Context: an optimization exercise on an open-source flow, tuned for small area and a short achievable clock period. The choices shown serve that exercise and are no tape-out recipe. No functional check of the RTL was part of this run.

[design/flow/run.sh]
#!/bin/bash
# synth_recipe.tcl (not shown) runs the flow's synth.tcl, then flattens the netlist and writes it again
# the make line also repeats each setting of config.mk as NAME=value (left out here)
make -C /OpenROAD-flow-scripts/flow DESIGN_CONFIG=/design/flow/config.mk WORK_HOME=/design/flow/orfs CLKGATE_MAP_FILE= SYNTH_SCRIPT=/design/flow/synth_recipe.tcl finish
[design/flow/config.mk]
export PLATFORM = sky130hd
export DESIGN_NAME = ign_engine
export DESIGN_NICKNAME = ign_engine
export VERILOG_FILES = /design/flow/design.v
export SDC_FILE = /design/flow/constraint.sdc
export NUM_CORES = 4
export LEC_CHECK = 0
export CAP_MARGIN = 20
export CORE_MARGIN = 2
export CORE_UTILIZATION = 30
export PLACE_DENSITY = 0.4
export SLEW_MARGIN = 20
[design/flow/constraint.sdc]
create_clock -name core_clock -period 420.0 [get_ports {clk}]
set_input_delay 84.0000 -clock core_clock [delete_from_list [all_inputs] [get_ports {clk}]]
set_output_delay 84.0000 -clock core_clock [all_outputs]
set_load 0.01 [all_outputs]
[design/flow/design.v]
module ign_engine (
    input  wire        clk,
    input  wire        rst,           
    input  wire        edge_in,       
    input  wire        cmd_valid,     
    input  wire [2:0]  cmd_op,
    input  wire [31:0] cmd_data,
    output reg  [1:0]  spark,         
    output reg  [1:0]  sync_state,    
    output reg  [1:0]  phase,         
    output reg         busy,
    output reg         ign_en,
    output reg  [1:0]  tidx,
    output reg  [1:0]  ref_idx,
    output reg  [15:0] rps,
    output reg  [15:0] rpm
);
    localparam N_SLOTS        = 11;
    localparam SENSE_CYCLES   = 2;
    localparam STALL_OVF      = 2;
    localparam SENSIBLE_MAX   = 100000;
    localparam MAX_WAIT       = 65535;
    localparam [1:0] S_UNSYNC = 2'd0, S_SYNCING = 2'd1, S_SYNCED = 2'd2;
    localparam [1:0] P_IDLE = 2'd0, P_DELAY = 2'd1, P_DWELL = 2'd2;
    localparam [2:0] OP_METER_START = 3'd0;
    localparam [2:0] OP_METER_STOP  = 3'd1;
    localparam [2:0] OP_SET_RECORD  = 3'd2;
    localparam [2:0] OP_SET_SHIFT   = 3'd3;
    localparam [2:0] OP_IGN_INIT    = 3'd4;
    localparam [2:0] DWELL_PSEL = 3'd1;
    localparam [7:0] DWELL_TOP  = 8'd199;
    function [3:0] psc_shift;
        input [2:0] p;
        case (p)
            3'd0:    psc_shift = 4'd0;
            3'd1:    psc_shift = 4'd3;
            3'd2:    psc_shift = 4'd6;
            3'd3:    psc_shift = 4'd8;
            default: psc_shift = 4'd10;
        endcase
    endfunction
    function [9:0] psc_last;
        input [2:0] p;
        psc_last = (10'd1 << psc_shift(p)) - 10'd1;
    endfunction
    reg        meter;         
    reg        run0;
    reg [2:0]  psel0;
    reg [15:0] cnt0;
    reg [31:0] ext0;
    reg [9:0]  psc0;
    reg        primed;
    reg        run1;
    reg [2:0]  psel1;
    reg [7:0]  cnt1;
    reg [7:0]  top1;
    reg [9:0]  psc1;
    reg        ch;
    reg [15:0] waitk;
    reg [15:0] cyc;
    reg [7:0]  scnt;
    reg [31:0] win0, win1, win2, win3;
    reg [15:0] tbl_speed  [0:N_SLOTS-1];
    reg [7:0]  tbl_timing [0:N_SLOTS-1];
    reg [7:0]  shift_r;
    reg        n_meter, n_run0, n_primed;
    reg [2:0]  n_psel0;
    reg [15:0] n_cnt0;
    reg [31:0] n_ext0;
    reg [9:0]  n_psc0;
    reg        n_run1, n_ch, n_busy, n_ign_en;
    reg [2:0]  n_psel1;
    reg [7:0]  n_cnt1, n_top1;
    reg [9:0]  n_psc1;
    reg [15:0] n_waitk, n_cyc;
    reg [1:0]  n_phase, n_sstate, n_tidx, n_ref;
    reg [7:0]  n_scnt;
    reg [31:0] n_win0, n_win1, n_win2, n_win3;
    reg [15:0] n_rps, n_rpm;
    reg [1:0]  n_spark;
    reg [47:0] dur_full;
    reg [31:0] dur;
    reg [1:0]  pos;
    reg        was_synced;
    reg [1:0]  r;
    reg [31:0] rmin;
    reg [33:0] rev_sum;
    reg [23:0] freq0;
    reg [29:0] freq0_x60;
    reg [33:0] q_rps, q_rpm;
    reg        fire;
    reg        fire_ch;
    reg [3:0]  li;
    reg        found;
    reg [7:0]  timing;
    reg signed [9:0] diff;
    reg [7:0]  value;
    reg [51:0] dprod;
    reg [51:0] dcyc;
    reg        arm_ok;
    reg [2:0]  arm_p;
    reg [7:0]  arm_top;
    reg [15:0] arm_k;
    reg [51:0] t_div;
    reg [41:0] t_chain;
    reg [33:0] k_chain;
    reg [41:0] c_chain;
    integer    p, j;
    task stall_action;
        begin
            n_sstate = S_UNSYNC; n_tidx = 2'd0; n_scnt = 8'd0; n_ref = 2'd0;
            n_win0 = 32'd0; n_win1 = 32'd0; n_win2 = 32'd0; n_win3 = 32'd0;
            n_rps = 16'd0; n_rpm = 16'd0;
            n_spark = 2'b00;
            if (n_ign_en) begin
                n_phase = P_IDLE; n_busy = 1'b0;
                n_run1 = 1'b0; n_cnt1 = 8'd0; n_psc1 = 10'd0;
                n_cyc = 16'd0; n_waitk = 16'd0;
            end
        end
    endtask
    task start_dwell;
        begin
            n_spark[n_ch] = 1'b1;
            n_phase = P_DWELL;
            n_psel1 = DWELL_PSEL; n_top1 = DWELL_TOP;
            n_cnt1 = 8'd0; n_psc1 = 10'd0;
            n_cyc = 16'd0; n_waitk = 16'd1;
            n_run1 = 1'b1;
        end
    endtask
    always @* begin
        n_meter = meter; n_run0 = run0; n_primed = primed; n_psel0 = psel0;
        n_cnt0 = cnt0; n_ext0 = ext0; n_psc0 = psc0;
        n_run1 = run1; n_ch = ch; n_busy = busy; n_ign_en = ign_en;
        n_psel1 = psel1; n_cnt1 = cnt1; n_top1 = top1; n_psc1 = psc1;
        n_waitk = waitk; n_cyc = cyc;
        n_phase = phase; n_sstate = sync_state; n_tidx = tidx; n_ref = ref_idx;
        n_scnt = scnt;
        n_win0 = win0; n_win1 = win1; n_win2 = win2; n_win3 = win3;
        n_rps = rps; n_rpm = rpm; n_spark = spark;
        dur_full = 48'd0; dur = 32'd0; pos = 2'd0; was_synced = 1'b0;
        r = 2'd0; rmin = 32'd0; rev_sum = 34'd0;
        freq0 = 24'd0; freq0_x60 = 30'd0; q_rps = 34'd0; q_rpm = 34'd0;
        fire = 1'b0; fire_ch = 1'b0; li = 4'd0; found = 1'b0; timing = 8'd0;
        diff = 10'sd0; value = 8'd0; dprod = 52'd0; dcyc = 52'd0;
        arm_ok = 1'b0; arm_p = 3'd0; arm_top = 8'd0; arm_k = 16'd0;
        t_div = 52'd0; t_chain = 42'd0; k_chain = 34'd0; c_chain = 42'd0;
        if (n_meter && n_run0) begin
            if (n_psc0 != psc_last(n_psel0)) begin
                n_psc0 = n_psc0 + 10'd1;
            end else begin
                n_psc0 = 10'd0;
                if (n_cnt0 == 16'hFFFF) begin
                    n_cnt0 = 16'd0;
                    n_ext0 = n_ext0 + 32'd1;
                    if (n_ext0 >= STALL_OVF) begin
                        n_primed = 1'b0;
                        stall_action;
                    end
                end else begin
                    n_cnt0 = n_cnt0 + 16'd1;
                end
            end
        end
        if (n_ign_en && n_run1) begin
            if (n_psc1 != psc_last(n_psel1)) begin
                n_psc1 = n_psc1 + 10'd1;
            end else begin
                n_psc1 = 10'd0;
                if (n_cnt1 == n_top1) begin
                    n_cnt1 = 8'd0;
                    n_cyc = n_cyc + 16'd1;
                    if (n_cyc >= n_waitk) begin
                        if (n_phase == P_DELAY) begin
                            start_dwell;
                        end else if (n_phase == P_DWELL) begin
                            n_spark[n_ch] = 1'b0;
                            n_run1 = 1'b0; n_cnt1 = 8'd0; n_psc1 = 10'd0;
                            n_cyc = 16'd0; n_waitk = 16'd0;
                            n_phase = P_IDLE;
                            n_busy = 1'b0;
                        end
                    end
                end else begin
                    n_cnt1 = n_cnt1 + 8'd1;
                end
            end
        end
        if (edge_in && n_meter && n_run0) begin
            dur_full = {32'd0, n_cnt0} + ({16'd0, n_ext0} << 16);
            dur = (dur_full > 48'h0000_FFFF_FFFF) ? 32'hFFFF_FFFF : dur_full[31:0];
            n_cnt0 = 16'd0; n_ext0 = 32'd0; n_psc0 = 10'd0;
            if (!n_primed) begin
                n_primed = 1'b1;
            end else if (dur > SENSIBLE_MAX) begin
                stall_action;
            end else begin
                pos = n_tidx;
                was_synced = (n_sstate == S_SYNCED);
                case (pos)
                    2'd0: n_win0 = dur;
                    2'd1: n_win1 = dur;
                    2'd2: n_win2 = dur;
                    default: n_win3 = dur;
                endcase
                n_tidx = pos + 2'd1;
                if (n_sstate == S_UNSYNC)
                    n_sstate = S_SYNCING;
                rev_sum = {2'b00, n_win0} + {2'b00, n_win1} + {2'b00, n_win2} + {2'b00, n_win3};
                freq0 = 24'd16000000 >> psc_shift(n_psel0);
                freq0_x60 = freq0 * 30'd60;
                if (n_sstate == S_SYNCING && n_tidx == 2'd0) begin
                    n_scnt = n_scnt + 8'd1;
                    if (n_scnt == SENSE_CYCLES) begin
                        r = 2'd0; rmin = n_win0;
                        if (n_win1 < rmin) begin r = 2'd1; rmin = n_win1; end
                        if (n_win2 < rmin) begin r = 2'd2; rmin = n_win2; end
                        if (n_win3 < rmin) begin r = 2'd3; rmin = n_win3; end
                        n_ref = r;
                        n_sstate = S_SYNCED;
                    end
                end
                if (n_sstate == S_SYNCED) begin
                    if (rev_sum == 34'd0) begin
                        n_rps = 16'hFFFF; n_rpm = 16'hFFFF;
                    end else begin
                        q_rps = {10'd0, freq0} / rev_sum;
                        q_rpm = {4'd0, freq0_x60} / rev_sum;
                        n_rps = (q_rps > 34'h0FFFF) ? 16'hFFFF : q_rps[15:0];
                        n_rpm = (q_rpm > 34'h0FFFF) ? 16'hFFFF : q_rpm[15:0];
                    end
                end
                if (was_synced && n_ign_en) begin
                    if (pos == n_ref) begin
                        fire = 1'b1; fire_ch = 1'b0;
                    end else if (pos == n_ref + 2'd2) begin
                        fire = 1'b1; fire_ch = 1'b1;
                    end
                end
                if (fire && !n_busy) begin
                    n_busy = 1'b1;
                    n_ch = fire_ch;
                    li = N_SLOTS; found = 1'b0;
                    for (j = 0; j < N_SLOTS; j = j + 1) begin
                        if (!found && tbl_speed[j] > n_rps) begin
                            li = j; found = 1'b1;
                        end
                    end
                    if (li == 4'd0)            timing = tbl_timing[0];
                    else if (li == N_SLOTS)    timing = tbl_timing[N_SLOTS-1];
                    else                       timing = tbl_timing[li - 4'd1];
                    diff = $signed({2'b00, shift_r}) - $signed({2'b00, timing});
                    if (diff < 0)              value = 8'd0;
                    else if (diff > 180)       value = 8'd180;
                    else                       value = diff[7:0];
                    if (value == 8'd0) begin
                        start_dwell;
                    end else begin
                        dprod = (value * rev_sum) << psc_shift(n_psel0);
                        dcyc  = dprod / 52'd360;
                        arm_ok = 1'b0;
                        if (dcyc >= 52'd2) begin
                            for (p = 4; p >= 0; p = p - 1) begin
                                t_div = dcyc >> psc_shift(p);
                                if (t_div >= 52'd1 && t_div <= 52'd256) begin
                                    arm_ok = 1'b1; arm_p = p; arm_top = t_div - 52'd1; arm_k = 16'd1;
                                end
                            end
                            if (!arm_ok) begin
                                t_chain = dcyc >> 10;
                                k_chain = (t_chain + 42'd255) >> 8;
                                if (t_chain != 42'd0 && k_chain <= MAX_WAIT) begin
                                    c_chain = t_chain / k_chain;
                                    arm_ok = 1'b1; arm_p = 3'd4;
                                    arm_top = c_chain - 42'd1; arm_k = k_chain[15:0];
                                end
                            end
                        end
                        if (arm_ok) begin
                            n_psel1 = arm_p; n_top1 = arm_top;
                            n_cnt1 = 8'd0; n_psc1 = 10'd0;
                            n_cyc = 16'd0; n_waitk = arm_k;
                            n_run1 = 1'b1;
                            n_phase = P_DELAY;
                        end else begin
                            n_busy = 1'b0;
                        end
                    end
                end
            end
        end
        if (cmd_valid) begin
            case (cmd_op)
                OP_METER_START: if (cmd_data[2:0] <= 3'd4) begin
                    n_meter = 1'b1; n_run0 = 1'b1; n_psel0 = cmd_data[2:0];
                    n_cnt0 = 16'd0; n_ext0 = 32'd0; n_psc0 = 10'd0; n_primed = 1'b0;
                    stall_action;
                end
                OP_METER_STOP: if (n_meter) begin
                    n_run0 = 1'b0;
                    stall_action;
                end
                OP_IGN_INIT: begin
                    if (cmd_data[0] && !n_ign_en) begin
                        n_run1 = 1'b0; n_cnt1 = 8'd0; n_psc1 = 10'd0;
                        n_psel1 = 3'd0; n_top1 = 8'd0;
                        n_phase = P_IDLE; n_busy = 1'b0; n_ch = 1'b0;
                        n_cyc = 16'd0; n_waitk = 16'd0;
                        n_ign_en = 1'b1;
                    end else if (!cmd_data[0] && n_ign_en) begin
                        n_spark = 2'b00;
                        n_phase = P_IDLE; n_busy = 1'b0;
                        n_cyc = 16'd0; n_waitk = 16'd0;
                        n_run1 = 1'b0; n_cnt1 = 8'd0; n_psc1 = 10'd0;
                        n_psel1 = 3'd0; n_top1 = 8'd0;
                        n_ign_en = 1'b0;
                    end
                end
                default: ;
            endcase
        end
    end
    always @(posedge clk) begin
        if (rst) begin
            meter <= 1'b0; run0 <= 1'b0; primed <= 1'b0; psel0 <= 3'd0;
            cnt0 <= 16'd0; ext0 <= 32'd0; psc0 <= 10'd0;
            run1 <= 1'b0; ch <= 1'b0; busy <= 1'b0; ign_en <= 1'b0;
            psel1 <= 3'd0; cnt1 <= 8'd0; top1 <= 8'd0; psc1 <= 10'd0;
            waitk <= 16'd0; cyc <= 16'd0;
            phase <= P_IDLE; sync_state <= S_UNSYNC; tidx <= 2'd0; ref_idx <= 2'd0;
            scnt <= 8'd0;
            win0 <= 32'd0; win1 <= 32'd0; win2 <= 32'd0; win3 <= 32'd0;
            rps <= 16'd0; rpm <= 16'd0; spark <= 2'b00;
        end else begin
            meter <= n_meter; run0 <= n_run0; primed <= n_primed; psel0 <= n_psel0;
            cnt0 <= n_cnt0; ext0 <= n_ext0; psc0 <= n_psc0;
            run1 <= n_run1; ch <= n_ch; busy <= n_busy; ign_en <= n_ign_en;
            psel1 <= n_psel1; cnt1 <= n_cnt1; top1 <= n_top1; psc1 <= n_psc1;
            waitk <= n_waitk; cyc <= n_cyc;
            phase <= n_phase; sync_state <= n_sstate; tidx <= n_tidx; ref_idx <= n_ref;
            scnt <= n_scnt;
            win0 <= n_win0; win1 <= n_win1; win2 <= n_win2; win3 <= n_win3;
            rps <= n_rps; rpm <= n_rpm; spark <= n_spark;
        end
    end
    always @(posedge clk) begin
        if (cmd_valid && cmd_op == OP_SET_RECORD &&
            cmd_data[27:24] < N_SLOTS && cmd_data[23:16] <= 8'd180) begin
            tbl_speed[cmd_data[27:24]]  <= cmd_data[15:0];
            tbl_timing[cmd_data[27:24]] <= cmd_data[23:16];
        end
        if (cmd_valid && cmd_op == OP_SET_SHIFT && cmd_data[7:0] <= 8'd180)
            shift_r <= cmd_data[7:0];
    end
endmodule
==> impl_metrics.py <==
metrics = {
    "route": {
        "drt_iter0_drc": 10600,
        "wl_per_cell_um": 21.1,
        "wl_um": 654000,
        "ant_nets": 0,
        "drc": 0,
        "post_drt_via_cell_ratio": 5.38,
        "first_pass_iters": 6,
        "vias": 167000,
    },
    "yosys": {
        "ys_top_cells_by_count": "nor2_1 (2800), ha_1 (2487), a21oi_1 (2405)",
        "synth_edf_count": 272,
        "synth_area_leaders": "ha_1 (18%), a21oi_1 (7.1%), nor2_1 (6.2%), xnor2_1 (5.9%), edfxtp_1 (4.9%)",
        "ys_types": 202,
        "syn_inst": 23200,
        "yosysSeqAreaShare_pct": 8.50,
        "ys_ff_latch": 579,
        "yosysWarnings": 1,
        "avgSynthCellArea_um2": 7.27,
        "synth_area_mm2": 0.168,
        "synth_top_cell_by_area": "ha_1",
        "synth_top_area_share_pct": 18.5,
        "ys.flop_type": "dfxtp_1",
        "synth.most_common_cell": "nor2_1",
        "synthArstFlopShare_pct": 0,
    },
    "setup_path": {
        "crit_end": "top1[2]$_SDFF_PP0_",
        "cp_max_fo": 54,
        "path_buf_inv": 41,
        "cpMostUsedCell": "o21a_1",
        "critPathRequiredTime_ps": 420550,
        "crit_family": "compound AO/OA/AOI/OAI gates",
        "arrival_ps": 382870,
        "critPathLaunch": "psel0[2]$_SDFFE_PP0P_",
        "cpPeakStageDelay_ps": 630,
        "startpoint_type": "register",
        "slowest_stage": "fa_1",
        "critical_path_depth": 727,
        "crit_type": "reg2reg",
        "end_kind": "register",
    },
    "finish": {
        "final_util_pct": 33.5,
        "stdcell_area_mm2": 0.188,
        "instances_no_fill": 31000,
        "seqCellArea_mm2": 0.0143,
        "n_fill_cell": 60400,
        "layout-drive-gt1-share_pct": 11.3,
        "area_growth_pct": 11.5,
        "multi_input_area_mm2": 0.148,
        "nNetsFinal": 26200,
    },
    "min_path": {
        "holdPathEnd": "waitk[15]$_SDFF_PP0_",
        "min-delay-start": "waitk[15]$_SDFF_PP0_",
        "hp-class": "reg2reg",
        "whs_path_depth": 2,
    },
    "timing": {
        "max_freq_mhz": 2.62,
        "max-slew-margin-rel_pct": 25.4,
        "min_period_ps": 382320,
        "slew_violations": 0,
        "final_hold_viol_count": 0,
        "final.period_utilization_pct": 91.0,
        "setup_violations": 0,
        "clock_skew_ps": 67.4,
        "worst_hold_slack_ps": 489,
    },
    "global_routing": {
        "antenna_found_initial": 48,
        "grt_pass1_wl_um": 983000,
        "grt_remaining_overflow": 0,
        "grt_pass1_vias": 158000,
        "grtUsageTotal_pct": 21.9,
        "grt_max_degree": 169,
    },
    "place": {
        "dp_cells": 30700,
        "gp_congestion": 0.890,
        "port_buffers": 78,
        "place_area_mm2": 0.181,
        "dp.final_hpwl_um": 514000,
    },
    "die": {
        "start_util_pct": 30.1,
        "row_count": 275,
        "die_x_um": 753,
        "dieArea_mm2": 0.567,
        "pin_count": 83,
        "die_h_um": 753,
        "core_area_mm2": 0.560,
    },
    "clock_network": {
        "ctsHtreeMaxLevel": 3,
        "clockRootBuffer": "clkbuf_16",
        "cts_tree": "done",
        "clk_pin_slew_worst_paths_ps": 60,
        "cts_made_buffers": 66,
        "insertion_delay_ps": 710,
        "clock_sinks": 579,
        "cts_buffer_depth": 3,
    },
    "power_and_ir_drop": {
        "swShare_pct": 55.0,
        "clock_power_uw": 62.0,
        "clkPwrFrac_pct": 0,
        "p_leak_nw": 76.7,
        "pg_comb_w": 2.39,
        "power_density_mw_per_mm2": 12800,
        "p_comb_share_pct": 100.0,
        "top_power_group": "combinational cells",
        "seq-power_uw": 59.1,
        "p_int_w": 1.08,
        "p_sw_w": 1.32,
        "p_seq_share_pct": 0,
        "power_w": 2.39,
        "ir_drop_mv": 7.08,
    },
    "run": {
        "maxCapViolations": 0,
    },
    "run_status": {
        "status": "complete, no violations",
    },
}
flip-flops by register name (all words and copies together), names as in the netlist, 10 cells and up:
name and flops:
win0 32, ext0 32, cnt0 16, cyc 16, psc0 10, tbl_speed 176, waitk 16, rps 16
win1 32, win2 32, rpm 16, tbl_timing 88, psc1 10, win3 32
cell type report:
type	instances	share of cell area, %
Antenna cell	5	0.00667
Clock buffer	83	0.951
Clock inverter	35	0.234
Inverter	1452	2.96
Multi-Input combinational cell	20300	78.8
Sequential cell	579	7.63
Tap cell	7479	4.99
Timing Repair Buffer	1018	4.45
Timing Repair inverter	3	0.0100
what timing repair did:
item | 4_1_cts | 5_1_grt
gates resized for setup | 1 | 672
buffers inserted | 0 | 179
hold buffers | 0 | 0
pin swaps | 0 | 91
endpoints found under the setup margin | 3 | 8
gates cloned | 0 | 15
routing by layer:
layer	wire length [um]	track usage [%]	share of wire (%)	up-vias
li1	-	-	-	84200
met1	315000	30.7	48	79400
met2	305000	37.7	47	2758
met3	22800	1.30	3.5	416
met4	10600	2.86	1.6	8
met5	43	0	0.0066	-
layout by cell type (no fill, tap or decap), types with 286 or more instances in the layout:
cell type and count:
nor2b_1 303, a21o_1 546, a21oi_1 2271, xnor2_1 1099, nand4_1 286, nand2_1 1695
mux2_2 439, nor3_1 758, ha_1 2471, o31ai_1 305, o21ai_0 1152, nand3_1 369
buf_4 880, o21a_1 699, dfxtp_1 304, nor2_1 2747, nand2b_1 446, xor2_1 629
inv_1 1388
stage by stage:
stage                     setup WS, ps  setup TNS (ps)
after floorplan                  44480               0
after global placement            2480               0
after detailed placement          2070               0
after CTS                          147               0
after global routing              -960           -5100
final                            37680               0
cells by family after synthesis:
group           count (synthesis)  share of synthesized area [%]
compound gates               6896                           26.3
xor+xnor                     1797                           9.52
fa+ha+maj                    2795                           22.0
buf+inv                      2326                           5.83
flops                         579                           8.50
mux                           801                           5.32
other cells                     2                        0.00446
simple gates                 7964                           22.5

## afterwards: timing with drivers on the ports
The results above use ideal ports. As a check the final layout listed here was re-extracted and re-timed, cells and wires unchanged.
Step 1 (the two cells are an assumption about what drives the block):
set clk [get_ports {clk}]
set_driving_cell -lib_cell sky130_fd_sc_hd__clkbuf_16 $clk
set_driving_cell -lib_cell sky130_fd_sc_hd__buf_2 [delete_from_list [all_inputs] $clk]
Step 2 adds t to the input delays and takes it off the output delays; t is the mean of the earliest and latest rising clock arrival at the registers after step 1. Input paths then give back, and output paths get back, about the clock's delay inside the block.
Three values: no drivers, after step 1, after step 2; two values: the first two.
t, ns: 0.785
slack for setup (ns): 37.679 / 37.679 / 37.679
slew at the worst register clock pin (ns): 0.07 / 0.07
After both steps setup and hold are still met in this run. For this run, drivers alone change the setup slack by 0.000 ns; drivers and shift together by 0.000 ns.
